From an optimization exercise on the open Yosys and OpenROAD flow, aimed at small area and a short achievable clock period; shortcuts taken in it are not production practice.
The RTL was checked by simulation tests, not by an equivalence proof against the original design.
No activity file was given, so power comes from the tool's default toggle rates.

--- flow/flow/run.sh ---
#!/bin/bash
# Standard ORFS layout, with repair_timing aiming past the clock period's
# slack, buf_6 port buffers, and a CTS without dummy loads, with small sink
# clusters driven by clkbuf_8.
set -euo pipefail
bash standard.sh \
  SETUP_SLACK_MARGIN=6.5 \
  "BUFFER_PORTS_ARGS=-buffer_cell sky130_fd_sc_hd__buf_6" \
  "CTS_ARGS=-sink_clustering_enable -repair_clock_nets -dont_use_dummy_load -sink_clustering_size 16 -sink_clustering_max_diameter 45 -buf_list {sky130_fd_sc_hd__clkbuf_8 sky130_fd_sc_hd__clkbuf_16} -root_buf sky130_fd_sc_hd__clkbuf_16 -sink_clustering_buffer sky130_fd_sc_hd__clkbuf_8" \
  finish > standard_make.log 2>&1
--- flow/standard.sh ---
#!/bin/bash
# synth_recipe.tcl (not shown) runs the flow's synth.tcl, then flattens the netlist and writes it again
# the make line also repeats each setting of config.mk as NAME=value (left out here)
make -C /OpenROAD-flow-scripts/flow DESIGN_CONFIG=/design/flow/config.mk WORK_HOME=/design/flow/orfs CLKGATE_MAP_FILE= SYNTH_SCRIPT=/design/flow/synth_recipe.tcl "${@:-finish}"
--- flow/config.mk ---
export PLATFORM = sky130hd
export DESIGN_NAME = ess_rx_codec
export DESIGN_NICKNAME = ess_rx_codec
export VERILOG_FILES = /design/flow/design.v
export SDC_FILE = /design/flow/constraint.sdc
export NUM_CORES = 4
export LEC_CHECK = 0
export CAP_MARGIN = 20
export CORE_MARGIN = 2
export CORE_UTILIZATION = 52
export SLEW_MARGIN = 20
export TNS_END_PERCENT = 10
--- flow/constraint.sdc ---
create_clock -name core_clock -period 10.0 [get_ports {clk}]
set_input_delay 2.0000 -clock core_clock [delete_from_list [all_inputs] [get_ports {clk}]]
set_output_delay 2.0000 -clock core_clock [all_outputs]
set_load 0.01 [all_outputs]
--- flow/design.v ---
module ess_rx_codec (
    input  wire        clk,
    input  wire        rst,           
    input  wire        rx_valid,
    input  wire [31:0] rx_word,
    output reg         rx_rsp_valid,
    output reg  [31:0] rx_rsp,
    input  wire        cmd_valid,
    input  wire [31:0] cmd_word,
    output reg         cmd_rsp_valid,
    output wire [31:0] cmd_rsp
);
    localparam integer P_CAP = 500;
    localparam integer NFR   = 63;       
    localparam integer F_PHY = 504;
    localparam integer NPR   = 64;       
    localparam [7:0] SM  = 8'h24;
    localparam [7:0] EM1 = 8'h40;
    localparam [7:0] EM2 = 8'h23;
    localparam [7:0] AK1 = 8'h2A;
    localparam [7:0] AK2 = 8'h25;
    localparam [3:0] RC_OK        = 4'h0;
    localparam [3:0] RC_FRAME     = 4'h1;
    localparam [3:0] RC_ACK       = 4'h2;
    localparam [3:0] RC_OVERFLOW  = 4'h3;
    localparam [3:0] RC_UNDERFLOW = 4'h4;
    localparam [3:0] RC_RANGE     = 4'h9;
    localparam [3:0] RC_ILLEGAL   = 4'hA;
    localparam [1:0] P_AWAIT_START = 2'd0;
    localparam [1:0] P_COLLECTING  = 2'd1;
    localparam [1:0] P_AWAIT_END1  = 2'd2;
    localparam [1:0] P_AWAIT_END2  = 2'd3;
    localparam [1:0] A_START   = 2'd0;
    localparam [1:0] A_GOT_SM  = 2'd1;
    localparam [1:0] A_GOT_AK1 = 2'd2;
    reg [2:0] c8;             
    wire [1:0] cnt = c8[1:0];
    reg [3:0] coh;            
    reg [31:0] rsp_q;         
    reg [7:0]  rsp_b;         
    assign cmd_rsp = {rsp_q[31:8], rsp_q[7:0] | rsp_b};
    reg [8:0] rdidx;
    reg [8:0] wridx;
    reg [8:0] fill;
    reg [8:0] wp;             
    reg [8:0] ap;             
    reg [3:0] pq_n;           
    reg [7:0] hq [0:7];       
    reg [7:0] pf;             
    reg [7:0] pg [0:7];       
    reg       armed;
    reg       dpend;
    reg       inb;
    reg [7:0] len;
    reg [7:0] flen;
    reg [7:0] pcount;
    reg [1:0] pst;
    reg       fv;
    reg [1:0] ast;
    reg [7:0] pay0;           
    reg [7:0] fw_v;
    reg [7:0] fw_d [0:7];
    reg [3:0] pw_v;
    reg [7:0] pw_d [0:3];
    reg [5:0] pw_r [0:3];
    reg       nf_v;
    reg [7:0] nf_d;
    reg [5:0] nf_r;
    reg       np_v;
    reg [7:0] np_d;
    reg [5:0] np_r;
    wire [3:0]  c_op  = cmd_word[31:28];
    wire        c_s   = cmd_word[27];
    wire [10:0] c_rsv = cmd_word[26:16];
    wire [7:0]  c_a   = cmd_word[15:8];
    wire [7:0]  c_d   = cmd_word[7:0];
    wire c_hi_zero = (c_rsv == 11'd0);
    wire c_nop    = cmd_word == 32'h0000_0000;
    wire c_pop    = cmd_word == 32'h3000_0000;
    wire c_rearm  = cmd_word == 32'h4000_0000;
    wire c_setlen = (c_op == 4'h5) && !c_s && c_hi_zero && (c_a == 8'd0);
    wire c_parse  = (c_op == 4'h6) && !c_s && c_hi_zero && (c_a == 8'd0);
    wire c_parsef = cmd_word == 32'h6800_0000;
    wire c_pack   = (c_op == 4'h7) && !c_s && c_hi_zero && (c_a == 8'd0);
    wire c_packf  = cmd_word == 32'h7800_0000;
    wire c_rdpay  = (c_op == 4'h9) && !c_s && c_hi_zero && (c_d == 8'd0);
    wire c_rdreg  = (c_op == 4'hD) && !c_s && c_hi_zero && (c_d == 8'd0);
    wire c_legal = c_nop | c_pop | c_rearm | c_setlen | c_parse | c_parsef |
                   c_pack | c_packf | c_rdpay | c_rdreg;
    wire r_nop    = rx_word == 32'h0000_0000;
    wire r_push   = rx_word[31:8] == 24'h100000;
    wire r_detach = rx_word == 32'h2000_0000;
    wire [7:0] r_d = rx_word[7:0];
    wire [8*8*NFR-1:0] fq;        
    wire [8*4*NPR-1:0] pq;        
    wire [5:0] wp_r    = wp[8:3];
    wire [5:0] wp_r_m1 = (wp_r == 6'd0) ? NFR-1 : wp_r - 6'd1;
    wire [2:0] e1      = c8 + 3'd1;
    wire [5:0] wr_e1   = (e1 < wp[2:0]) ? wp_r : wp_r_m1;
    wire [1:0] q1      = cnt + 2'd1;
    genvar gr;
    generate
        for (gr = 0; gr < NFR; gr = gr + 1) begin : fring
            reg [7:0] p0, p1, p2, p3, p4, p5, p6, p7;
            always @(posedge clk) begin
                p0 <= p1;
                p1 <= p2;
                p2 <= p3;
                p3 <= p4;
                p4 <= p5;
                p5 <= p6;
                p6 <= p7;
                p7 <= (nf_v && nf_r == gr) ? nf_d : p0;
            end
            assign fq[gr*64 +: 64] = {p7, p6, p5, p4, p3, p2, p1, p0};
        end
        for (gr = 0; gr < NPR; gr = gr + 1) begin : pring
            reg [7:0] p0, p1, p2, p3;
            always @(posedge clk) begin
                p0 <= p1;
                p1 <= p2;
                p2 <= p3;
                p3 <= (np_v && np_r == gr) ? np_d : p0;
            end
            assign pq[gr*32 +: 32] = {p3, p2, p1, p0};
        end
    endgenerate
    localparam integer NG = 8;                
    wire [5:0] ap_r    = ap[8:3];
    wire       ap_at   = (ap[2:0] == c8);
    wire [2:0] ph2     = c8 + 3'd2;           
    wire       ps_next = (ph2 < ap[2:0]);     
    reg  [NFR-1:0] ap_dec;
    reg  [NFR-1:0] ps_sel;
    reg  [7:0] pg_d [0:NG-1];
    reg  [7:0] pf_d;
    integer k, g;
    always @(*) begin
        for (k = 0; k < NFR; k = k + 1)
            ap_dec[k] = (ap_r == k);
        for (k = 0; k < NFR; k = k + 1)
            ps_sel[k] = ps_next ? ap_dec[(k + NFR - 1) % NFR] : ap_dec[k];
        for (g = 0; g < NG; g = g + 1)
            pg_d[g] = 8'd0;
        for (k = 0; k < NFR; k = k + 1)
            pg_d[k / 8] = pg_d[k / 8] | ({8{ps_sel[k]}} & fq[k*64 + 16 +: 8]);
        pf_d = 8'd0;
        for (g = 0; g < NG; g = g + 1)
            pf_d = pf_d | pg[g];
    end
    wire       ap_hit  = nf_v && (nf_r == ap_r);
    wire [7:0] feed_b  = ap_hit ? nf_d : pf;
    wire [1:0] pa_j   = c_a[1:0];
    wire [5:0] pa_r   = c_a[7:2];
    reg  [3:0] pa_jdec;
    reg  [3:0] pa_psel;
    reg  [7:0] pa_ring_lo;    
    reg  [7:0] pa_ring_hi;    
    reg  [7:0] pa_cl [0:3];
    reg  [7:0] pa_ch [0:3];
    integer m, q, e;
    always @(*) begin
        for (q = 0; q < 4; q = q + 1)
            pa_jdec[q] = (pa_j == q);
        for (q = 0; q < 4; q = q + 1) begin
            pa_psel[q] = 1'b0;
            for (e = 0; e < 4; e = e + 1)
                pa_psel[q] = pa_psel[q] | (pa_jdec[e] & coh[(e - q) & 3]);
        end
        for (q = 0; q < 4; q = q + 1) begin
            pa_cl[q] = 8'd0;
            pa_ch[q] = 8'd0;
            for (m = 0; m < NPR; m = m + 1)
                if (m < NPR/2)
                    pa_cl[q] = pa_cl[q] | ({8{pa_r == m}} & pq[m*32 + q*8 +: 8]);
                else
                    pa_ch[q] = pa_ch[q] | ({8{pa_r == m}} & pq[m*32 + q*8 +: 8]);
        end
        pa_ring_lo = 8'd0;
        pa_ring_hi = 8'd0;
        for (q = 0; q < 4; q = q + 1) begin
            pa_ring_lo = pa_ring_lo | ({8{pa_psel[q]}} & pa_cl[q]);
            pa_ring_hi = pa_ring_hi | ({8{pa_psel[q]}} & pa_ch[q]);
        end
    end
    wire       pa_hit  = pw_v[pa_j] && (pw_r[pa_j] == pa_r);
    wire [7:0] pa_byte = (c_a == 8'd0) ? pay0 : pa_hit ? pw_d[pa_j] : pa_ring_lo;
    wire       pa_hi_ok = c_rdpay && (c_a != 8'd0) && (c_a != 8'hFF) && !pa_hit;
    wire fifo_empty = (fill == 9'd0);
    wire fifo_full  = (fill == P_CAP);
    wire c_takes   = cmd_valid && (c_pop || c_parsef || c_packf);
    wire c_take_ok = c_takes && !fifo_empty;
    wire [7:0] hd = hq[0];
    wire       c_sel_hd = c_s;
    wire [7:0] c_byte = c_sel_hd ? hd : c_d;
    wire b_sm  = c_sel_hd ? (hd == SM)  : (c_d == SM);
    wire b_em1 = c_sel_hd ? (hd == EM1) : (c_d == EM1);
    wire b_em2 = c_sel_hd ? (hd == EM2) : (c_d == EM2);
    wire b_ak1 = c_sel_hd ? (hd == AK1) : (c_d == AK1);
    wire b_ak2 = c_sel_hd ? (hd == AK2) : (c_d == AK2);
    wire pc_last = (pcount + 8'd1 == flen);
    wire do_dstep = cmd_valid && (c_parse  || (c_parsef && !fifo_empty));
    wire do_astep = cmd_valid && (c_pack   || (c_packf  && !fifo_empty));
    wire frame_done = (pst == P_AWAIT_END2) && b_em2;
    wire ack_done   = (ast == A_GOT_AK1)    && b_ak2;
    wire [8:0] fill_m1 = fill - 9'd1;
    wire [8:0] fill_p1 = fill + 9'd1;
    wire       armed_c = (cmd_valid && c_rearm) ? 1'b1 : armed;
    wire       dpend_c = (cmd_valid && c_rearm) ? 1'b0 : dpend;
    reg  [15:0] reg_val;
    reg         reg_ok;
    always @(*) begin
        reg_ok  = 1'b1;
        reg_val = 16'd0;
        case (c_a)
            8'h00: reg_val = {11'd0, inb, 1'b0, fv, dpend, armed};
            8'h01: reg_val = {12'd0, ast, pst};
            8'h02: reg_val = {7'd0, fill};
            8'h03: reg_val = {7'd0, rdidx};
            8'h04: reg_val = {7'd0, wridx};
            8'h05: reg_val = {8'd0, len};
            8'h06: reg_val = {8'd0, flen};
            8'h07: reg_val = {8'd0, pcount};
            8'h08: reg_val = 16'd0;
            8'h09: reg_val = 16'd0;
            8'h0A: reg_val = P_CAP;
            default: reg_ok = 1'b0;
        endcase
    end
    reg [3:0]  c_rc;
    reg [15:0] c_data;
    always @(*) begin
        c_rc   = RC_OK;
        c_data = 16'd0;
        if (!c_legal) begin
            c_rc = RC_ILLEGAL;
        end else if (c_pop) begin
            if (fifo_empty) c_rc = RC_UNDERFLOW;
            else            c_data = {8'd0, hd};
        end else if (c_parse || c_parsef) begin
            if (c_parsef && fifo_empty) begin
                c_rc = RC_UNDERFLOW;
            end else if (frame_done) begin
                c_rc   = RC_FRAME;
                c_data = {flen, c_byte};
            end else begin
                c_data = {8'd0, c_byte};
            end
        end else if (c_pack || c_packf) begin
            if (c_packf && fifo_empty) begin
                c_rc = RC_UNDERFLOW;
            end else begin
                if (ack_done) c_rc = RC_ACK;
                c_data = {8'd0, c_byte};
            end
        end else if (c_rdpay) begin
            if (c_a == 8'hFF) c_rc = RC_RANGE;
            else              c_data = {8'd0, pa_byte};
        end else if (c_rdreg) begin
            if (reg_ok) c_data = reg_val;
            else        c_rc   = RC_RANGE;
        end
    end
    wire r_push_v   = rx_valid && r_push;
    wire r_detach_v = rx_valid && r_detach;
    wire r_full     = fifo_full && !c_take_ok;
    wire r_push_ok  = r_push_v && !r_full;
    wire [8:0] wridx_inc = (wridx == P_CAP-1) ? 9'd0 : wridx + 9'd1;
    wire [8:0] rdidx_inc = (rdidx == P_CAP-1) ? 9'd0 : rdidx + 9'd1;
    wire [8:0] ap_inc    = (ap == F_PHY-1) ? 9'd0 : ap + 9'd1;
    wire [8:0] wp_inc    = (wp == F_PHY-1) ? 9'd0 : wp + 9'd1;
    wire arr_empty = (ap == wp);
    wire pq_room   = (pq_n != 4'd8) || c_take_ok;
    wire ins_feed  = ap_at && !arr_empty && pq_room;
    wire ins_push  = r_push_ok && arr_empty && pq_room;
    wire ins       = ins_feed || ins_push;
    wire [7:0] ins_b = arr_empty ? r_d : feed_b;
    wire [3:0] pq_n_m1 = pq_n - 4'd1;
    wire [3:0] pq_n_p1 = pq_n + 4'd1;
    wire arr_push  = r_push_ok && !ins_push;
    wire ins_t  = (ap_at && !arr_empty) || (r_push_v && arr_empty);
    wire ins_k  = ((ap_at && !arr_empty) || (r_push_v && !fifo_full && arr_empty)) &&
                  (pq_n != 4'd8);
    reg [7:0] hq_t [0:7];
    reg [7:0] hq_k [0:7];
    integer i;
    always @(*) begin
        for (i = 0; i < 8; i = i + 1) begin
            hq_t[i] = (ins_t && pq_n == i + 1) ? ins_b : ((i == 7) ? hq[7] : hq[i+1]);
            hq_k[i] = (ins_k && pq_n == i)     ? ins_b : hq[i];
        end
    end
    reg [3:0] r_rc;
    always @(*) begin
        r_rc = RC_OK;
        if (!(r_nop || r_push || r_detach)) r_rc = RC_ILLEGAL;
        else if (r_push && r_full)          r_rc = RC_OVERFLOW;
    end
    wire pay_we = do_dstep && (pst == P_COLLECTING);
    wire cap_f = arr_push && (wp[2:0] == e1);
    wire cap_p = pay_we && (pcount[1:0] == q1) && (pcount != 8'd0);
    integer j;
    always @(posedge clk) begin
        rx_rsp  <= {r_rc, 28'd0};
        rsp_q   <= {c_rc, 12'd0, c_data};
        rsp_b   <= pa_hi_ok ? pa_ring_hi : 8'd0;
        pf <= pf_d;
        nf_d <= cap_f ? r_d : fw_d[e1];
        nf_r <= cap_f ? wp_r : wr_e1;
        np_d <= cap_p ? c_byte : pw_d[q1];
        np_r <= cap_p ? pcount[7:2] : pw_r[q1];
        for (j = 0; j < 8; j = j + 1)
            pg[j] <= pg_d[j];
        for (j = 0; j < 8; j = j + 1)
            hq[j] <= c_take_ok ? hq_t[j] : hq_k[j];
        if (pay_we && pcount == 8'd0) pay0 <= c_byte;
        for (j = 0; j < 8; j = j + 1) begin
            if (arr_push && wp[2:0] == j) begin
                fw_d[j] <= r_d;
            end
        end
        for (j = 0; j < 4; j = j + 1) begin
            if (pay_we && pcount[1:0] == j && pcount != 8'd0) begin
                pw_d[j] <= c_byte;
                pw_r[j] <= pcount[7:2];
            end
        end
        if (rst) begin
            c8            <= 3'd0;
            coh           <= 4'b0001;
            fw_v          <= 8'd0;
            nf_v          <= 1'b0;
            np_v          <= 1'b0;
            pw_v          <= 4'd0;
            rdidx         <= 9'd0;
            wridx         <= 9'd0;
            ap            <= 9'd0;
            wp            <= 9'd0;
            pq_n          <= 4'd0;
            fill          <= 9'd0;
            armed         <= 1'b0;
            dpend         <= 1'b0;
            inb           <= 1'b0;
            len           <= 8'd0;
            flen          <= 8'd0;
            pcount        <= 8'd0;
            pst           <= P_AWAIT_START;
            fv            <= 1'b0;
            ast           <= A_START;
            rx_rsp_valid  <= 1'b0;
            cmd_rsp_valid <= 1'b0;
        end else begin
            c8  <= c8 + 3'd1;
            nf_v <= cap_f || fw_v[e1];
            np_v <= cap_p || pw_v[q1];
            coh <= {coh[2:0], coh[3]};
            for (j = 0; j < 8; j = j + 1) begin
                if (arr_push && wp[2:0] == j)
                    fw_v[j] <= 1'b1;
                else if (c8 == j)
                    fw_v[j] <= 1'b0;
            end
            for (j = 0; j < 4; j = j + 1) begin
                if (pay_we && pcount[1:0] == j && pcount != 8'd0)
                    pw_v[j] <= 1'b1;
                else if (cnt == j)
                    pw_v[j] <= 1'b0;
            end
            rx_rsp_valid  <= rx_valid;
            cmd_rsp_valid <= cmd_valid;
            if (c_take_ok) rdidx <= rdidx_inc;
            if (r_push_ok) wridx <= wridx_inc;
            if (r_push_ok) wp    <= wp_inc;
            if (c_take_ok) begin
                fill <= r_push_v ? fill : fill_m1;
                if (ins_t) ap <= ap_inc;
                pq_n <= ins_t ? pq_n : pq_n_m1;
            end else begin
                fill <= (r_push_v && !fifo_full) ? fill_p1 : fill;
                if (ins_k) ap <= ap_inc;
                pq_n <= ins_k ? pq_n_p1 : pq_n;
            end
            if (r_detach_v) begin
                armed <= 1'b0;
                dpend <= 1'b1;
                inb   <= 1'b0;
            end else begin
                armed <= armed_c;
                dpend <= dpend_c;
                if (r_push_v && armed_c) inb <= 1'b1;
            end
            if (cmd_valid && c_setlen) len <= c_d;
            if (do_dstep) begin
                case (pst)
                    P_AWAIT_START: begin
                        if (b_sm) begin
                            flen   <= len;
                            pcount <= 8'd0;
                            fv     <= 1'b0;
                            pst    <= (len == 8'd0) ? P_AWAIT_END1 : P_COLLECTING;
                        end
                    end
                    P_COLLECTING: begin
                        pcount <= pcount + 8'd1;
                        if (pc_last) pst <= P_AWAIT_END1;
                    end
                    P_AWAIT_END1: begin
                        pst <= b_em1 ? P_AWAIT_END2 : P_AWAIT_START;
                    end
                    P_AWAIT_END2: begin
                        pst <= P_AWAIT_START;
                        if (b_em2) fv <= 1'b1;
                    end
                endcase
            end
            if (do_astep) begin
                case (ast)
                    A_START:   if (b_sm) ast <= A_GOT_SM;
                    A_GOT_SM:  ast <= b_ak1 ? A_GOT_AK1 : A_START;
                    default:   ast <= A_START;
                endcase
            end
        end
    end
endmodule
==> impl_metrics.prom, run 1 <==
# TYPE chip_impl_metric gauge
chip_impl_info{name="outcome",value="finished clean"} 1
chip_impl_metric{name="synth.distinct_cells",unit=""} 97
chip_impl_metric{name="antenna_found_initial",unit=""} 9
chip_impl_metric{name="first_pass_iters",unit=""} 9
chip_impl_info{name="ctsRootBufferMaster",value="sky130_fd_sc_hd__clkbuf_16"} 1
chip_impl_metric{name="ys_seq_area_share",unit="%"} 78.4
chip_impl_metric{name="fp-row-count",unit=""} 209
chip_impl_metric{name="timing.final.setup_violations",unit=""} 0
chip_impl_info{name="path_cells",value="buf_16, buf_4, or4b_4, nor2_4, buf_4, a22oi_1, nand4_1, nor4_1, o22ai_1, o31ai_2, a22oi_1"} 1
chip_impl_info{name="worst_setup_path_end_kind",value="register"} 1
chip_impl_info{name="synth_largest_area_cell",value="sky130_fd_sc_hd__dfxtp_1"} 1
chip_impl_metric{name="via_per_inst",unit=""} 5.58
chip_impl_metric{name="final_antenna_net_count",unit=""} 0
chip_impl_info{name="reg2reg_from",value="c8[1]"} 1
chip_impl_metric{name="n_fill_cell",unit=""} 25522
chip_impl_metric{name="drv.max_cap_violation_count",unit=""} 0
chip_impl_metric{name="dieWidth",unit="µm"} 573
chip_impl_info{name="cp-startpoint",value="cmd_word[14]"} 1
chip_impl_metric{name="design.portCount",unit=""} 134
chip_impl_metric{name="p_leak",unit="µW"} 0.0727
chip_impl_metric{name="hpwlAfterDp",unit="µm"} 288000
chip_impl_metric{name="timing.final.ws_setup",unit="ns"} 6.09
chip_impl_metric{name="clkSinkCount",unit=""} 6507
chip_impl_info{name="netlist_top_cells_area",value="sky130_fd_sc_hd__dfxtp_1, sky130_fd_sc_hd__mux2_2, sky130_fd_sc_hd__a22oi_1, sky130_fd_sc_hd__edfxtp_1, sky130_fd_sc_hd__nand2_1"} 1
chip_impl_metric{name="yosys_reg_bits",unit=""} 6507
chip_impl_metric{name="placement.io_buffers",unit=""} 92
chip_impl_metric{name="postSynth.asyncResetShare",unit="%"} 0
chip_impl_info{name="synthTopCellsByCount",value="sky130_fd_sc_hd__dfxtp_1, sky130_fd_sc_hd__mux2_2, sky130_fd_sc_hd__a22oi_1"} 1
chip_impl_metric{name="globalRouteTotalUtil",unit="%"} 26.8
chip_impl_info{name="type_of_the_worst_setup_path",value="input port to register"} 1
chip_impl_metric{name="synthesis_warnings",unit=""} 11
chip_impl_metric{name="total_instance_count_after_detailed_placement",unit=""} 15611
chip_impl_metric{name="worstPathRequired",unit="ns"} 10.90
chip_impl_metric{name="replace_congestion",unit=""} 0.977
chip_impl_info{name="ys.flop_type",value="sky130_fd_sc_hd__dfxtp_1"} 1
chip_impl_metric{name="via_count",unit=""} 90926
chip_impl_metric{name="finalNetCount",unit=""} 12054
chip_impl_metric{name="clock_path_buffers",unit=""} 4
chip_impl_metric{name="period_share",unit="%"} 39.1
chip_impl_metric{name="wire_length_reported_by_the_detailed_router",unit="µm"} 454000
chip_impl_metric{name="worst_clock_skew",unit="ns"} 0.0956
chip_impl_metric{name="area.growth.synth_to_final",unit="%"} 10.3
chip_impl_info{name="setup.worst_path.start_class",value="input port"} 1
chip_impl_metric{name="tns",unit="ns"} 0
chip_impl_metric{name="grt_pass1_wl",unit="µm"} 649000
chip_impl_metric{name="vdd_drop_max",unit="V"} 0.000180
chip_impl_metric{name="finalCriticalPeriod",unit="ns"} 3.91
chip_impl_metric{name="drv_slew",unit=""} 0
chip_impl_metric{name="areal_power_density_over_the_cells",unit="nW/µm²"} 217
chip_impl_metric{name="finalNonFillerCells",unit=""} 16282
chip_impl_metric{name="wl_per_cell",unit="µm"} 27.9
chip_impl_metric{name="place_worst_setup_slack",unit="ns"} 4.04
chip_impl_metric{name="syn_area_per_cell",unit="µm²"} 14.7
chip_impl_metric{name="crit_arrival",unit="ns"} 4.80
chip_impl_metric{name="worst_pin_slew",unit="ns"} 1.19
chip_impl_metric{name="highest_clock_frequency_the_design_can_meet",unit="GHz"} 0.256
chip_impl_info{name="crit_slowest_cell",value="sky130_fd_sc_hd__or4b_4"} 1
chip_impl_metric{name="cts_hold_buffers",unit=""} 0
chip_impl_metric{name="drtIter0Drc",unit=""} 8468
chip_impl_metric{name="synth-edff-count",unit=""} 192
chip_impl_metric{name="post_syn_area",unit="µm²"} 169000
chip_impl_info{name="hold_class",value="register to register"} 1
chip_impl_metric{name="design.core.area",unit="µm²"} 323000
chip_impl_metric{name="grt.overflow.total",unit=""} 0
chip_impl_info{name="tritoncts_clock_tree",value="done"} 1
chip_impl_metric{name="die-height",unit="µm"} 573
chip_impl_metric{name="hold_viol_final",unit=""} 0
chip_impl_metric{name="drcViolationCount",unit=""} 0
chip_impl_metric{name="synth_top_area_share",unit="%"} 75.0
chip_impl_metric{name="timing.critical_path.fanout_max",unit=""} 19
chip_impl_metric{name="post_route_cells_drive_above_1_share",unit="%"} 19.7
chip_impl_metric{name="worst-r2r-setup-slack",unit="ns"} 6.25
chip_impl_info{name="most_instantiated_library_cell_after_synthesis",value="sky130_fd_sc_hd__dfxtp_1"} 1
chip_impl_metric{name="crit_path_max_incr_delay",unit="ns"} 0.56
chip_impl_metric{name="fp.dieArea",unit="µm²"} 329000
chip_impl_metric{name="grt_pass1_vias",unit=""} 92433
chip_impl_metric{name="clock_insertion_delay_worst_skew",unit="ns"} 1.03
chip_impl_metric{name="rel_slew_slack",unit="%"} 18.1
chip_impl_metric{name="synthesis.instances",unit=""} 11494
chip_impl_metric{name="cts.clk_slew.worst_paths",unit="ns"} 0.08
chip_impl_metric{name="start_util",unit="%"} 52.1
chip_impl_metric{name="numCtsBuffers",unit=""} 560
chip_impl_info{name="holdCritStartpoint",value="fring[36].p7[0]"} 1
chip_impl_metric{name="cts-htree-levels",unit=""} 6
chip_impl_info{name="grt_setup_unrepaired",value="true"} 1
chip_impl_metric{name="largest_net_degree_at_the_start_of_global_routing",unit=""} 71
## metal layers
metal / vias to the layer above / global-route usage, % / part of all wire (%)
li1: 40813 / - / -
met1: 45340 / 35.5 / 43
met2: 3731 / 43.3 / 46
met3: 1040 / 4.29 / 6.5
met4: 2 / 12.1 / 4.9
met5: - / 0 / 0.0024
## repair_timing
action,in CTS,in global routing
cloned,3,6
buffers inserted,24,63
pin swaps,17,28
resized for setup,138,159
endpoints found under the setup margin,462,448
## worst max-delay path, delay by kind of cell
family	cells	cell delay (ns)
AOI/OAI and AO/OA	4	0.81
buffers and inverters	3	0.76
and+or+nand+nor	4	1.20
## through the flow
stage | utilization (%) | hold WS [ns] | total power [µW] | area (µm²)
floorplan | - | 0.310 | 27000 | 169000
global placement | 54.1 | 0.309 | 27500 | 175000
detailed placement | 54.2 | 0.312 | 27500 | 175000
CTS | 57.1 | 0.273 | 40700 | 185000
global route | 57.5 | 0.274 | 41700 | 186000
finish | 57.5 | 0.265 | 40400 | 186000
## cell usage in the layout, fill, tap and decap left out, types with 87 or more instances in the layout
cell type,n
sky130_fd_sc_hd__dfxtp_1,6289
sky130_fd_sc_hd__mux2_2,1053
sky130_fd_sc_hd__a22oi_1,968
sky130_fd_sc_hd__clkbuf_8,492
sky130_fd_sc_hd__nand2_1,443
sky130_fd_sc_hd__nor2_1,223
sky130_fd_sc_hd__buf_4,217
sky130_fd_sc_hd__edfxtp_1,192
sky130_fd_sc_hd__nand4_1,185
sky130_fd_sc_hd__nand3_1,120
sky130_fd_sc_hd__o21ai_0,120
sky130_fd_sc_hd__buf_6,113
sky130_fd_sc_hd__a21oi_1,108
sky130_fd_sc_hd__and3_1,87
## logic make-up (layout without fill, tap and decap cells)
| family | count (synthesis) | in the layout | share of synthesized area, % |
|---|---|---|---|
| AO/OA/AOI/OAI | 1607 | 1607 | 7.09 |
| flip-flops | 6507 | 6507 | 78.4 |
| buffers and inverters | 587 | 992 | 1.50 |
| XOR/XNOR | 66 | 66 | 0.343 |
| multiplexers | 1140 | 1140 | 7.74 |
| other | 1 | 56 | 0.00222 |
| adder cells (fa/ha/maj) | 42 | 42 | 0.316 |
| AND/OR/NAND/NOR | 1544 | 1547 | 4.59 |
## report_power, final
group | total (µW) | leakage, µW | switching (µW) | internal [µW]
registers | 26200 | 0.0526 | 131 | 26000
clock network | 13400 | 0.00438 | 7820 | 5630
logic | 765 | 0.0157 | 595 | 171
## flip-flops by register name, indices dropped and copies added, names as in the netlist, 20 cells and up
| register | flops |
|---|---|
| rsp_q | 20 |
| pring.p3 | 512 |
| fw_d | 64 |
| fring.p7 | 504 |
| pw_d | 32 |
| fring.p3 | 504 |
| hq | 64 |
| pring.p1 | 512 |
| pring.p2 | 512 |
| fring.p4 | 504 |
| fring.p5 | 504 |
| fring.p1 | 504 |
| pw_r | 24 |
| fring.p6 | 504 |
| fring.p2 | 504 |
| pring.p0 | 512 |
| fring.p0 | 504 |
| pg | 64 |
## final cells by class
class	count	area, µm²	area share, %
clock buffer	560	8480	4.56
multi-input combinational	4443	35700	19.2
timing repair buffer	376	3840	2.06
inverter	56	226	0.122
antenna	15	37.5	0.0202
tap	4325	5410	2.91
sequential	6507	132000	71.1
## final timing paths
| path | cells past startpoint | to |
|---|---|---|
| worst max-delay path | 11 | rsp_q[0] |
| worst min-delay path | 0 | fring[36].p6[0] |
| worst max register to register | 10 | pg[0][5] |
| worst min register to register | 0 | fring[36].p6[0] |
==> run 2: changes to the inputs <==
--- a/flow/config.mk
+++ b/flow/config.mk
@@ -9,4 +9,4 @@
 export CORE_MARGIN = 2
 export CORE_UTILIZATION = 52
 export SLEW_MARGIN = 20
-export TNS_END_PERCENT = 10
+export TNS_END_PERCENT = 5
==> impl_metrics.prom, run 2 <==
# TYPE chip_impl_metric gauge
chip_impl_info{name="outcome",value="finished clean"} 1
chip_impl_info{name="tritoncts_clock_tree",value="done"} 1
chip_impl_info{name="ys.flop_type",value="sky130_fd_sc_hd__dfxtp_1"} 1
chip_impl_info{name="synth_largest_area_cell",value="sky130_fd_sc_hd__dfxtp_1"} 1
chip_impl_metric{name="rel_slew_slack",unit="%"} 16.5
chip_impl_info{name="hold_class",value="register to register"} 1
chip_impl_info{name="grt_setup_unrepaired",value="true"} 1
chip_impl_info{name="holdCritStartpoint",value="fring[44].p4[7]"} 1
chip_impl_metric{name="via_per_inst",unit=""} 5.59
chip_impl_metric{name="first_pass_iters",unit=""} 9
chip_impl_info{name="path_cells",value="buf_16, buf_4, nand4b_1, nor2_2, buf_4, a22o_1, a221oi_1, nand3_1, o41ai_1, a31oi_2, a211o_1"} 1
chip_impl_metric{name="vdd_drop_max",unit="V"} 0.000183
chip_impl_metric{name="fp-row-count",unit=""} 209
chip_impl_metric{name="synth.distinct_cells",unit=""} 97
chip_impl_metric{name="worstPathRequired",unit="ns"} 10.86
chip_impl_metric{name="syn_area_per_cell",unit="µm²"} 14.7
chip_impl_metric{name="crit_path_max_incr_delay",unit="ns"} 0.48
chip_impl_metric{name="synthesis.instances",unit=""} 11494
chip_impl_info{name="worst_setup_path_end_kind",value="register"} 1
chip_impl_metric{name="wire_length_reported_by_the_detailed_router",unit="µm"} 458000
chip_impl_metric{name="clkSinkCount",unit=""} 6507
chip_impl_metric{name="worst_clock_skew",unit="ns"} 0.0787
chip_impl_info{name="synthTopCellsByCount",value="sky130_fd_sc_hd__dfxtp_1, sky130_fd_sc_hd__mux2_2, sky130_fd_sc_hd__a22oi_1"} 1
chip_impl_metric{name="grt.overflow.total",unit=""} 0
chip_impl_metric{name="cts_hold_buffers",unit=""} 0
chip_impl_metric{name="start_util",unit="%"} 52.1
chip_impl_metric{name="numCtsBuffers",unit=""} 570
chip_impl_metric{name="drtIter0Drc",unit=""} 8323
chip_impl_metric{name="design.core.area",unit="µm²"} 323000
chip_impl_metric{name="cts-htree-levels",unit=""} 6
chip_impl_metric{name="clock_path_buffers",unit=""} 4
chip_impl_metric{name="synthesis_warnings",unit=""} 11
chip_impl_info{name="setup.worst_path.start_class",value="input port"} 1
chip_impl_metric{name="hpwlAfterDp",unit="µm"} 286000
chip_impl_metric{name="wl_per_cell",unit="µm"} 28.2
chip_impl_metric{name="drcViolationCount",unit=""} 0
chip_impl_info{name="most_instantiated_library_cell_after_synthesis",value="sky130_fd_sc_hd__dfxtp_1"} 1
chip_impl_metric{name="post_syn_area",unit="µm²"} 169000
chip_impl_metric{name="design.portCount",unit=""} 134
chip_impl_metric{name="antenna_found_initial",unit=""} 14
chip_impl_metric{name="highest_clock_frequency_the_design_can_meet",unit="GHz"} 0.253
chip_impl_metric{name="globalRouteTotalUtil",unit="%"} 27.1
chip_impl_metric{name="finalNetCount",unit=""} 12059
chip_impl_metric{name="timing.final.ws_setup",unit="ns"} 6.05
chip_impl_metric{name="clock_insertion_delay_worst_skew",unit="ns"} 1.00
chip_impl_metric{name="hold_viol_final",unit=""} 0
chip_impl_info{name="ctsRootBufferMaster",value="sky130_fd_sc_hd__clkbuf_16"} 1
chip_impl_metric{name="dieWidth",unit="µm"} 573
chip_impl_metric{name="cp.buffers_inverters",unit=""} 3
chip_impl_metric{name="yosys_reg_bits",unit=""} 6507
chip_impl_metric{name="tns",unit="ns"} 0
chip_impl_metric{name="place_worst_setup_slack",unit="ns"} 4.06
chip_impl_metric{name="final_antenna_net_count",unit=""} 0
chip_impl_metric{name="timing.critical_path.fanout_max",unit=""} 29
chip_impl_info{name="cpLargestDelayFamily",value="compound AO/OA/AOI/OAI gates"} 1
chip_impl_info{name="layout_commonest_cell",value="sky130_fd_sc_hd__dfxtp_1"} 1
chip_impl_metric{name="largest_net_degree_at_the_start_of_global_routing",unit=""} 71
chip_impl_metric{name="p_leak",unit="µW"} 0.0727
chip_impl_metric{name="worst_pin_slew",unit="ns"} 1.25
chip_impl_info{name="cp-startpoint",value="cmd_word[12]"} 1
chip_impl_metric{name="grt_pass1_vias",unit=""} 92216
chip_impl_metric{name="period_share",unit="%"} 39.5
chip_impl_metric{name="n_fill_cell",unit=""} 25653
chip_impl_metric{name="finalCriticalPeriod",unit="ns"} 3.95
chip_impl_metric{name="synth_top_area_share",unit="%"} 75.0
chip_impl_metric{name="grt_pass1_wl",unit="µm"} 653000
chip_impl_info{name="reg2reg_from",value="c8[1]"} 1
chip_impl_metric{name="crit_arrival",unit="ns"} 4.81
chip_impl_metric{name="drv.max_cap_violation_count",unit=""} 0
chip_impl_metric{name="area.growth.synth_to_final",unit="%"} 10.3
chip_impl_metric{name="replace_congestion",unit=""} 0.921
chip_impl_metric{name="timing.final.setup_violations",unit=""} 0
chip_impl_info{name="most_frequent_cells_in_the_layout",value="sky130_fd_sc_hd__dfxtp_1, sky130_fd_sc_hd__mux2_2, sky130_fd_sc_hd__a22oi_1"} 1
chip_impl_metric{name="placement.io_buffers",unit=""} 92
chip_impl_metric{name="post_route_cells_drive_above_1_share",unit="%"} 19.7
chip_impl_info{name="crit_slowest_cell",value="sky130_fd_sc_hd__o41ai_1"} 1
chip_impl_metric{name="via_count",unit=""} 91036
chip_impl_metric{name="cts.clk_slew.worst_paths",unit="ns"} 0.09
chip_impl_metric{name="report.power.total",unit="µW"} 40500
chip_impl_metric{name="fp.dieArea",unit="µm²"} 329000
chip_impl_metric{name="postSynth.asyncResetShare",unit="%"} 0
chip_impl_metric{name="areal_power_density_over_the_cells",unit="nW/µm²"} 218
chip_impl_info{name="netlist_top_cells_area",value="sky130_fd_sc_hd__dfxtp_1, sky130_fd_sc_hd__mux2_2, sky130_fd_sc_hd__a22oi_1, sky130_fd_sc_hd__edfxtp_1, sky130_fd_sc_hd__nand2_1"} 1
chip_impl_metric{name="synth-edff-count",unit=""} 192
chip_impl_metric{name="die-height",unit="µm"} 573
chip_impl_info{name="type_of_the_worst_setup_path",value="input port to register"} 1
chip_impl_metric{name="ys_seq_area_share",unit="%"} 78.4
chip_impl_metric{name="drv_slew",unit=""} 0
chip_impl_info{name="cp_common_cell",value="sky130_fd_sc_hd__buf_4"} 1
-- run 2: area by class of cell --
type / count / area (µm²) / area share [%]
Antenna cell: 4 / 10.0 / 0.00538
Clock buffer: 570 / 8620 / 4.64
Inverter: 56 / 230 / 0.124
Multi-Input combinational cell: 4444 / 35600 / 19.1
Sequential cell: 6507 / 132000 / 71.1
Tap cell: 4325 / 5410 / 2.91
Timing Repair Buffer: 370 / 3870 / 2.08
-- run 2: timing repair --
item	4_1_cts	5_1_grt
pin swaps	49	20
endpoints found under the setup margin	410	412
gates cloned	12	4
setup buffers	66	15
gates resized for setup	213	40
-- run 2: kinds of logic (layout without fill, tap and decap cells) --
logic type      after synthesis  count (layout)  share of synthesized area [%]
simple gates               1544            1547                           4.59
fa+ha+maj                    42              42                          0.316
flops                      6507            6507                           78.4
mux                        1140            1140                           7.74
xor+xnor                     66              66                          0.343
other cells                   1              45                        0.00222
compound gates             1607            1608                           7.09
buf+inv                     587             996                           1.50
-- run 2: layer usage --
layer	wire length (µm)	track usage, %	up-vias
li1	-	-	40825
met1	196000	36.2	45419
met2	209000	43.1	3658
met3	30900	4.84	1126
met4	22400	12.2	8
met5	40	0	-
-- run 2: stage by stage --
step | hold slack (ns) | instances | cell area [µm²] | util [%]
6_report | 0.264 | 16276 | 186000 | 57.5
5_1_grt | 0.259 | 16273 | 186000 | 57.5
4_1_cts | 0.265 | 16253 | 186000 | 57.4
3_5_place_dp | 0.312 | 15605 | 175000 | 54.2
3_3_place_gp | 0.310 | 15602 | 175000 | 54.1
2_1_floorplan | 0.310 | 11534 | 169000 | -
-- run 2: report_power, final --
group | internal, µW | switching (µW)
Combinational | 177 | 554
Clock | 5710 | 7860
Sequential | 26000 | 180
-- run 2: path summary, 6_finish.rpt --
kind / to / slack [ns] / cells past startpoint
setup reg to reg: pg[5][4] / 6.24 / 11
setup / recovery: rsp_q[4] / 6.05 / 11
hold reg to reg: fring[44].p3[7] / 0.26 / 0
hold / removal: fring[44].p3[7] / 0.26 / 0
==> run 3: changes to the inputs <==
--- a/flow/flow/run.sh
+++ b/flow/flow/run.sh
@@ -4,7 +4,7 @@
 # clusters driven by clkbuf_8.
 set -euo pipefail
 bash standard.sh \
-  SETUP_SLACK_MARGIN=6.5 \
+  SETUP_SLACK_MARGIN=6.8 \
   "BUFFER_PORTS_ARGS=-buffer_cell sky130_fd_sc_hd__buf_6" \
   "CTS_ARGS=-sink_clustering_enable -repair_clock_nets -dont_use_dummy_load -sink_clustering_size 16 -sink_clustering_max_diameter 45 -buf_list {sky130_fd_sc_hd__clkbuf_8 sky130_fd_sc_hd__clkbuf_16} -root_buf sky130_fd_sc_hd__clkbuf_16 -sink_clustering_buffer sky130_fd_sc_hd__clkbuf_8" \
   finish > standard_make.log 2>&1
--- a/flow/config.mk
+++ b/flow/config.mk
@@ -9,4 +9,4 @@
 export CORE_MARGIN = 2
 export CORE_UTILIZATION = 52
 export SLEW_MARGIN = 20
-export TNS_END_PERCENT = 5
+export TNS_END_PERCENT = 10
==> impl_metrics.prom, run 3 <==
# TYPE chip_impl_metric gauge
chip_impl_metric{name="clock_insertion_delay_worst_skew",unit="ns"} 1.03
chip_impl_metric{name="grt_pass1_vias",unit=""} 92639
chip_impl_info{name="worst_r2r_endpoint",value="pg[1][2]"} 1
chip_impl_metric{name="placed_area",unit="µm²"} 175000
chip_impl_info{name="ys.flop_type",value="sky130_fd_sc_hd__dfxtp_1"} 1
chip_impl_metric{name="mux_contribution_to_synthesized_area",unit="%"} 7.74
chip_impl_metric{name="grt_pass1_wl",unit="µm"} 650000
chip_impl_metric{name="areal_power_density_over_the_cells",unit="nW/µm²"} 216
chip_impl_info{name="synthTopCellsByCount",value="sky130_fd_sc_hd__dfxtp_1, sky130_fd_sc_hd__mux2_2, sky130_fd_sc_hd__a22oi_1"} 1
chip_impl_metric{name="hold_viol_final",unit=""} 0
chip_impl_info{name="cp-startpoint",value="cmd_word[10]"} 1
chip_impl_metric{name="area.growth.synth_to_final",unit="%"} 11.0
chip_impl_info{name="tritoncts_clock_tree",value="done"} 1
chip_impl_metric{name="tns",unit="ns"} 0
chip_impl_metric{name="via_count",unit=""} 91583
chip_impl_metric{name="synthesis_warnings",unit=""} 11
chip_impl_metric{name="worst_pin_slew",unit="ns"} 1.23
chip_impl_metric{name="start_util",unit="%"} 52.1
chip_impl_metric{name="timing.reg2reg.worst_path_depth",unit=""} 6
chip_impl_metric{name="grt.overflow.total",unit=""} 0
chip_impl_metric{name="drv.max_cap_violation_count",unit=""} 0
chip_impl_metric{name="crit_arrival",unit="ns"} 4.70
chip_impl_info{name="hold_class",value="register to register"} 1
chip_impl_metric{name="timing.critical_path.fanout_max",unit=""} 32
chip_impl_info{name="setup.worst_path.start_class",value="input port"} 1
chip_impl_info{name="grt_setup_unrepaired",value="true"} 1
chip_impl_metric{name="finalCriticalPeriod",unit="ns"} 3.85
chip_impl_metric{name="synth-simple-area-share",unit="%"} 4.59
chip_impl_info{name="outcome",value="finished clean"} 1
chip_impl_metric{name="die-height",unit="µm"} 573
chip_impl_metric{name="fp-row-count",unit=""} 209
chip_impl_metric{name="ys_seq_area_share",unit="%"} 78.4
chip_impl_metric{name="worst_clock_skew",unit="ns"} 0.0953
chip_impl_metric{name="synth_compound_area_share",unit="%"} 7.09
chip_impl_metric{name="vdd_drop_max",unit="V"} 0.000180
chip_impl_metric{name="worstPathRequired",unit="ns"} 10.85
chip_impl_metric{name="timing.final.ws_setup",unit="ns"} 6.15
chip_impl_metric{name="yosys.area_share.adder",unit="%"} 0.316
chip_impl_metric{name="report.power.total",unit="µW"} 40400
chip_impl_info{name="netlist_top_cells_area",value="sky130_fd_sc_hd__dfxtp_1, sky130_fd_sc_hd__mux2_2, sky130_fd_sc_hd__a22oi_1, sky130_fd_sc_hd__edfxtp_1, sky130_fd_sc_hd__nand2_1"} 1
chip_impl_info{name="ctsRootBufferMaster",value="sky130_fd_sc_hd__clkbuf_16"} 1
chip_impl_info{name="most_instantiated_library_cell_after_synthesis",value="sky130_fd_sc_hd__dfxtp_1"} 1
chip_impl_metric{name="clkSinkCount",unit=""} 6507
chip_impl_metric{name="synthesis.instances",unit=""} 11494
chip_impl_metric{name="syn_area_per_cell",unit="µm²"} 14.7
chip_impl_metric{name="cts.clk_slew.worst_paths",unit="ns"} 0.09
chip_impl_metric{name="finalNetCount",unit=""} 12130
chip_impl_metric{name="rel_slew_slack",unit="%"} 15.5
chip_impl_metric{name="highest_clock_frequency_the_design_can_meet",unit="GHz"} 0.260
chip_impl_metric{name="first_pass_iters",unit=""} 6
chip_impl_metric{name="cts-htree-levels",unit=""} 6
chip_impl_metric{name="synth-edff-count",unit=""} 192
chip_impl_metric{name="placement.io_buffers",unit=""} 92
chip_impl_info{name="type_of_the_worst_setup_path",value="input port to register"} 1
chip_impl_metric{name="via_per_inst",unit=""} 5.60
chip_impl_metric{name="replace_congestion",unit=""} 0.977
chip_impl_info{name="crit_path_end",value="rsp_b[6]"} 1
chip_impl_metric{name="hpwlAfterDp",unit="µm"} 288000
chip_impl_info{name="layout_commonest_cell",value="sky130_fd_sc_hd__dfxtp_1"} 1
chip_impl_metric{name="wire_length_reported_by_the_detailed_router",unit="µm"} 458000
chip_impl_metric{name="combined_area_of_the_multi_input_logic_cells",unit="µm²"} 36100
chip_impl_metric{name="timing.final.setup_violations",unit=""} 0
chip_impl_metric{name="post_route_cells_drive_above_1_share",unit="%"} 20.6
chip_impl_metric{name="wl_per_cell",unit="µm"} 28.0
chip_impl_info{name="synth_top_family_by_area",value="multiplexers"} 1
chip_impl_metric{name="post_syn_area",unit="µm²"} 169000
chip_impl_metric{name="dieWidth",unit="µm"} 573
chip_impl_metric{name="place_worst_setup_slack",unit="ns"} 4.04
chip_impl_info{name="most_frequent_cells_in_the_layout",value="sky130_fd_sc_hd__dfxtp_1, sky130_fd_sc_hd__mux2_2, sky130_fd_sc_hd__a22oi_1"} 1
chip_impl_metric{name="drv_slew",unit=""} 0
chip_impl_metric{name="finish.utilization",unit="%"} 57.8
chip_impl_metric{name="globalRouteTotalUtil",unit="%"} 26.8
chip_impl_metric{name="clock_path_buffers",unit=""} 4
chip_impl_metric{name="n_fill_cell",unit=""} 25432
chip_impl_metric{name="period_share",unit="%"} 38.5
chip_impl_metric{name="postSynth.asyncResetShare",unit="%"} 0
chip_impl_metric{name="yosys_reg_bits",unit=""} 6507
chip_impl_info{name="reg2reg_from",value="ap[5]"} 1
chip_impl_metric{name="drcViolationCount",unit=""} 0
chip_impl_metric{name="antenna_found_initial",unit=""} 9
chip_impl_metric{name="synth.distinct_cells",unit=""} 97
chip_impl_metric{name="design.portCount",unit=""} 134
chip_impl_metric{name="worst-r2r-setup-slack",unit="ns"} 6.29
chip_impl_metric{name="synth_top_area_share",unit="%"} 75.0
chip_impl_metric{name="p_leak",unit="µW"} 0.0732
chip_impl_info{name="worst_setup_path_end_kind",value="register"} 1
chip_impl_metric{name="regArea",unit="µm²"} 132000
chip_impl_metric{name="design.core.area",unit="µm²"} 323000
chip_impl_metric{name="drtIter0Drc",unit=""} 8329
chip_impl_metric{name="fp.dieArea",unit="µm²"} 329000
chip_impl_metric{name="final_antenna_net_count",unit=""} 0
chip_impl_metric{name="largest_net_degree_at_the_start_of_global_routing",unit=""} 71
chip_impl_info{name="synth_largest_area_cell",value="sky130_fd_sc_hd__dfxtp_1"} 1
chip_impl_metric{name="numCtsBuffers",unit=""} 560
chip_impl_metric{name="post_synth_xor_area_fraction",unit="%"} 0.343
chip_impl_metric{name="stdcell_area",unit="µm²"} 187000
[run 3: logic make-up (layout without fill, tap and decap cells)]
| logic type | count (synthesis) | count (layout) |
|---|---|---|
| AOI/OAI and AO/OA | 1607 | 1613 |
| xor gates and xnor gates | 66 | 66 |
| adders and majority gates | 42 | 42 |
| other | 1 | 55 |
| buffers and inverters | 587 | 1056 |
| and+or+nand+nor | 1544 | 1553 |
| DFF | 6507 | 6507 |
| muxes | 1140 | 1140 |
[run 3: worst max-delay path, stage by stage]
cell                      delay [ns]
sky130_fd_sc_hd__buf_12         0.21
sky130_fd_sc_hd__or2_4          0.25
sky130_fd_sc_hd__buf_4          0.24
sky130_fd_sc_hd__nor3_2         0.07
sky130_fd_sc_hd__buf_4          0.33
sky130_fd_sc_hd__a22oi_1        0.31
sky130_fd_sc_hd__nand4_1        0.17
sky130_fd_sc_hd__nor4_1         0.37
sky130_fd_sc_hd__o22ai_1        0.14
sky130_fd_sc_hd__nor3_2         0.49
sky130_fd_sc_hd__nor2_1         0.07
[run 3: timing repair]
| action | in CTS | in global routing |
|---|---|---|
| endpoints found under the setup margin | 485 | 482 |
| hold buffers | 0 | 0 |
| pin swaps | 50 | 57 |
| resized for setup | 193 | 236 |
| cloned | 9 | 19 |
| buffers inserted | 34 | 110 |
[run 3: area by class of cell]
cell class / count / share of cell area, %
inverter: 56 / 0.122
timing repair buffer: 440 / 2.43
antenna: 14 / 0.0187
multi-input combinational: 4455 / 19.3
tap: 4325 / 2.89
clock buffer: 560 / 4.53
sequential: 6507 / 70.7
[run 3: how the worst min path moves through the flow]
stage,start,to,slack (ns),cells after the start
2_1_floorplan,fring[0].p1[0],fring[0].p0[0],0.31,0
6_report,fring[36].p7[0],fring[36].p6[0],0.26,0
4_1_cts,fring[41].p7[7],fring[41].p6[7],0.27,0
5_1_grt,fring[36].p1[0],fring[36].p0[0],0.27,0
3_5_place_dp,fring[0].p1[5],fring[0].p0[5],0.31,0
3_3_place_gp,fring[1].p6[4],fring[1].p5[4],0.31,0
[run 3: layer usage]
| layer | vias up | track usage (%) | part of all wire, % |
|---|---|---|---|
| met2 | 3843 | 43.4 | 46 |
| li1 | 40990 | - | - |
| met4 | 4 | 12.0 | 5.0 |
| met3 | 1055 | 4.28 | 6.7 |
| met5 | - | 0 | 0.0059 |
| met1 | 45691 | 35.6 | 42 |
[run 3: power breakdown]
group	leakage [µW]	switching, µW	internal, µW
clock network	0.00438	7820	5630
logic	0.0162	609	198
registers	0.0526	132	26000
total	0.0732	8560	31900
[run 3: stage by stage]
| stage | instances | hold slack [ns] |
|---|---|---|
| after floorplan | 11534 | 0.310 |
| after global routing | 16348 | 0.269 |
| after detailed placement | 15611 | 0.312 |
| after global placement | 15603 | 0.309 |
| after CTS | 16214 | 0.273 |
| final | 16357 | 0.263 |
==> run 4: changes to the inputs <==
--- a/flow/flow/run.sh
+++ b/flow/flow/run.sh
@@ -4,7 +4,7 @@
 # clusters driven by clkbuf_8.
 set -euo pipefail
 bash standard.sh \
-  SETUP_SLACK_MARGIN=6.8 \
+  SETUP_SLACK_MARGIN=7.0 \
   "BUFFER_PORTS_ARGS=-buffer_cell sky130_fd_sc_hd__buf_6" \
   "CTS_ARGS=-sink_clustering_enable -repair_clock_nets -dont_use_dummy_load -sink_clustering_size 16 -sink_clustering_max_diameter 45 -buf_list {sky130_fd_sc_hd__clkbuf_8 sky130_fd_sc_hd__clkbuf_16} -root_buf sky130_fd_sc_hd__clkbuf_16 -sink_clustering_buffer sky130_fd_sc_hd__clkbuf_8" \
   finish > standard_make.log 2>&1
==> impl_metrics.prom, run 4 <==
# TYPE chip_impl_metric gauge
chip_impl_metric{name="replace_congestion",unit=""} 0.977
chip_impl_metric{name="area.growth.synth_to_final",unit="%"} 11.3
chip_impl_info{name="crit_path_end",value="pay0[3]"} 1
chip_impl_info{name="type_of_the_worst_setup_path",value="input port to register"} 1
chip_impl_metric{name="timing.reg2reg.worst_path_depth",unit=""} 6
chip_impl_info{name="busiest_layer",value="met2"} 1
chip_impl_metric{name="wire_length_reported_by_the_detailed_router",unit="µm"} 461000
chip_impl_info{name="crit_slowest_cell",value="sky130_fd_sc_hd__nor2_1"} 1
chip_impl_metric{name="yosys_reg_bits",unit=""} 6507
chip_impl_info{name="synth_largest_area_cell",value="sky130_fd_sc_hd__dfxtp_1"} 1
chip_impl_metric{name="period_share",unit="%"} 38.3
chip_impl_metric{name="critical_path_cell_count",unit=""} 9
chip_impl_metric{name="globalRouteTotalUtil",unit="%"} 26.8
chip_impl_info{name="cpLargestDelayFamily",value="simple AND/OR/NAND/NOR gates"} 1
chip_impl_metric{name="numCtsBuffers",unit=""} 560
chip_impl_metric{name="crit_path_max_incr_delay",unit="ns"} 0.66
chip_impl_metric{name="tns",unit="ns"} 0
chip_impl_metric{name="finalCriticalPeriod",unit="ns"} 3.83
chip_impl_info{name="ctsRootBufferMaster",value="sky130_fd_sc_hd__clkbuf_16"} 1
chip_impl_metric{name="grt_pass1_wl",unit="µm"} 650000
chip_impl_info{name="most_frequent_cells_in_the_layout",value="sky130_fd_sc_hd__dfxtp_1, sky130_fd_sc_hd__mux2_2, sky130_fd_sc_hd__a22oi_1"} 1
chip_impl_info{name="most_instantiated_library_cell_after_synthesis",value="sky130_fd_sc_hd__dfxtp_1"} 1
chip_impl_metric{name="via_per_inst",unit=""} 5.60
chip_impl_info{name="synthTopCellsByCount",value="sky130_fd_sc_hd__dfxtp_1, sky130_fd_sc_hd__mux2_2, sky130_fd_sc_hd__a22oi_1"} 1
chip_impl_metric{name="worst-r2r-setup-slack",unit="ns"} 6.20
chip_impl_metric{name="grt.met2_usage",unit="%"} 43.4
chip_impl_metric{name="crit_arrival",unit="ns"} 4.44
chip_impl_metric{name="start_util",unit="%"} 52.1
chip_impl_metric{name="stdcell_area",unit="µm²"} 188000
chip_impl_metric{name="design.core.area",unit="µm²"} 323000
chip_impl_info{name="cp-startpoint",value="cmd_word[14]"} 1
chip_impl_info{name="tritoncts_clock_tree",value="done"} 1
chip_impl_metric{name="synthesis_warnings",unit=""} 11
chip_impl_metric{name="highest_clock_frequency_the_design_can_meet",unit="GHz"} 0.261
chip_impl_metric{name="drtIter0Drc",unit=""} 8363
chip_impl_metric{name="worst_pin_slew",unit="ns"} 1.28
chip_impl_metric{name="synthesis.instances",unit=""} 11494
chip_impl_info{name="worst_r2r_endpoint",value="pg[1][2]"} 1
chip_impl_metric{name="fp.dieArea",unit="µm²"} 329000
chip_impl_info{name="setup.worst_path.start_class",value="input port"} 1
chip_impl_metric{name="post_route_cells_drive_above_1_share",unit="%"} 20.9
chip_impl_metric{name="areal_power_density_over_the_cells",unit="nW/µm²"} 216
chip_impl_metric{name="syn_area_per_cell",unit="µm²"} 14.7
chip_impl_metric{name="dieWidth",unit="µm"} 573
chip_impl_metric{name="placement.io_buffers",unit=""} 92
chip_impl_metric{name="cts.clk_slew.worst_paths",unit="ns"} 0.09
chip_impl_metric{name="p_leak",unit="µW"} 0.0734
chip_impl_info{name="path_cells",value="buf_16, nor4_4, buf_6, nand3_4, buf_4, nor2_4, nand4_4, or3_1, nor2_1"} 1
chip_impl_metric{name="wl_per_cell",unit="µm"} 28.2
chip_impl_metric{name="final_antenna_net_count",unit=""} 0
chip_impl_metric{name="timing.final.setup_violations",unit=""} 0
chip_impl_info{name="grt_setup_unrepaired",value="true"} 1
chip_impl_metric{name="worstPathRequired",unit="ns"} 10.61
chip_impl_info{name="layout_commonest_cell",value="sky130_fd_sc_hd__dfxtp_1"} 1
chip_impl_metric{name="synth_top_area_share",unit="%"} 75.0
chip_impl_metric{name="cp.buffers_inverters",unit=""} 3
chip_impl_metric{name="die-height",unit="µm"} 573
chip_impl_metric{name="grtUsageMet3",unit="%"} 4.28
chip_impl_metric{name="clock_path_buffers",unit=""} 4
chip_impl_metric{name="rel_slew_slack",unit="%"} 12.1
chip_impl_info{name="reg2reg_from",value="ap[5]"} 1
chip_impl_info{name="netlist_top_cells_area",value="sky130_fd_sc_hd__dfxtp_1, sky130_fd_sc_hd__mux2_2, sky130_fd_sc_hd__a22oi_1, sky130_fd_sc_hd__edfxtp_1, sky130_fd_sc_hd__nand2_1"} 1
chip_impl_info{name="worst_setup_path_end_kind",value="register"} 1
chip_impl_metric{name="clock_insertion_delay_worst_skew",unit="ns"} 1.01
chip_impl_metric{name="largest_net_degree_at_the_start_of_global_routing",unit=""} 71
chip_impl_metric{name="ys_seq_area_share",unit="%"} 78.4
chip_impl_info{name="ys.flop_type",value="sky130_fd_sc_hd__dfxtp_1"} 1
chip_impl_metric{name="grt_pass1_vias",unit=""} 92639
chip_impl_metric{name="vdd_drop_max",unit="V"} 0.000180
chip_impl_metric{name="gr-usage-met1",unit="%"} 35.6
chip_impl_info{name="hold_class",value="register to register"} 1
chip_impl_metric{name="first_pass_iters",unit=""} 9
chip_impl_metric{name="drcViolationCount",unit=""} 0
chip_impl_metric{name="worst_clock_skew",unit="ns"} 0.0813
chip_impl_metric{name="finalNetCount",unit=""} 12147
chip_impl_metric{name="synth-edff-count",unit=""} 192
chip_impl_metric{name="hold_viol_final",unit=""} 0
chip_impl_metric{name="design.portCount",unit=""} 134
chip_impl_metric{name="hpwlAfterDp",unit="µm"} 288000
chip_impl_metric{name="timing.critical_path.fanout_max",unit=""} 8
chip_impl_metric{name="fp-row-count",unit=""} 209
chip_impl_metric{name="grt.overflow.total",unit=""} 0
chip_impl_metric{name="clkSinkCount",unit=""} 6507
chip_impl_metric{name="cts-htree-levels",unit=""} 6
chip_impl_metric{name="post_syn_area",unit="µm²"} 169000
chip_impl_metric{name="drv_slew",unit=""} 0
chip_impl_metric{name="via_count",unit=""} 91713
chip_impl_metric{name="postSynth.asyncResetShare",unit="%"} 0
chip_impl_metric{name="drv.max_cap_violation_count",unit=""} 0
chip_impl_metric{name="placed_area",unit="µm²"} 175000
chip_impl_metric{name="cts_hold_buffers",unit=""} 0
chip_impl_info{name="outcome",value="finished clean"} 1
chip_impl_metric{name="synth.distinct_cells",unit=""} 97
chip_impl_metric{name="antenna_found_initial",unit=""} 10
run 4: cell counts after synthesis:
No cell type changed its count.
run 4: routing by layer:
metal	vias up	share of wire, %
li1	41038	-
met5	-	0.0028
met4	2	4.9
met1	45760	42
met3	1052	6.6
met2	3861	46
run 4: final cells by class:
type,instances,area [µm²]
clock buffers,560,8480
flip-flops and latches,6507,132000
fillers,25371,136000
inverters,56,233
repair buffers,457,4900
well taps,4325,5410
multi-input cells,4455,36300
diodes,14,35.0
run 4: cells by family (layout without fill, tap and decap cells):
| group | after synthesis | count (layout) | synth area share [%] |
|---|---|---|---|
| multiplexers | 1140 | 1140 | 7.74 |
| XOR/XNOR | 66 | 66 | 0.343 |
| adder cells (fa/ha/maj) | 42 | 42 | 0.316 |
| buffers and inverters | 587 | 1073 | 1.50 |
| AND/OR/NAND/NOR | 1544 | 1553 | 4.59 |
| flip-flops | 6507 | 6507 | 78.4 |
| AO/OA/AOI/OAI | 1607 | 1613 | 7.09 |
| other | 1 | 55 | 0.00222 |
run 4: power breakdown:
part / switching [µW] / leakage, µW / internal, µW / total [µW]
clock: 7820 / 0.00438 / 5630 / 13400
sequential: 131 / 0.0526 / 26000 / 26200
combinational: 618 / 0.0164 / 214 / 832
total: 8570 / 0.0734 / 31900 / 40400
run 4: worst min path at each step:
stage	cells after the start	slack, ns	start	to
floorplan	0	0.31	fring[0].p1[0]	fring[0].p0[0]
global placement	0	0.31	fring[1].p6[4]	fring[1].p5[4]
detailed placement	0	0.31	fring[0].p1[5]	fring[0].p0[5]
CTS	0	0.27	fring[41].p7[7]	fring[41].p6[7]
global route	0	0.28	fring[41].p7[7]	fring[41].p6[7]
finish	0	0.27	fring[41].p7[7]	fring[41].p6[7]
run 4: what timing repair did:
action	4_1_cts	5_1_grt
gates resized for setup	194	311
pin swaps	51	85
endpoints found under the setup margin	494	493
cloned	9	24
buffers inserted	34	122
run 4: through the flow:
stage | util [%] | total power, µW | hold WS, ns | std cells | setup slack, ns
2_1_floorplan | - | 27000 | 0.310 | 11534 | 5.53
4_1_cts | 57.1 | 40700 | 0.273 | 16214 | 6.14
5_1_grt | 58.0 | 41800 | 0.275 | 16365 | 6.06
3_3_place_gp | 54.1 | 27500 | 0.309 | 15603 | 3.81
3_5_place_dp | 54.2 | 27500 | 0.312 | 15611 | 4.04
6_report | 58.0 | 40400 | 0.272 | 16374 | 6.17

==> separate check: timing with driven ports <==
The flow's constraints put no driver on any port. The routed layouts listed below were extracted and timed again, unchanged, in two steps.
Step 1 assumes that a clkbuf_16 drives the clock port and a buf_2 every other input.
Step 2, shift: input delay + t, output delay - t, t = (earliest + latest rising clock arrival at the registers) / 2. This alone moves slack from input paths to output paths.
Slacks: no drivers / after step 1 / after step 2; pairs: no drivers / after step 1.
run | shift t [ns] | setup slack, ns | worst slew at a driven data input, ns | pins driven straight from the clock port
run 1 | 1.078 | 6.094 / 6.069 / 5.004 | 0.23 | 1
run 2 | 1.066 | 6.055 / 6.033 / 4.967 | 0.24 | 1
run 3 | 1.077 | 6.151 / 6.069 / 5.008 | 0.23 | 1
run 4 | 1.070 | 6.169 / 6.082 / 5.053 | 0.30 | 1
After both steps setup and hold are still met in every run listed. The setup slack of run 3, which loses most, moves by -0.082 ns with the drivers and by -1.143 ns with both steps.
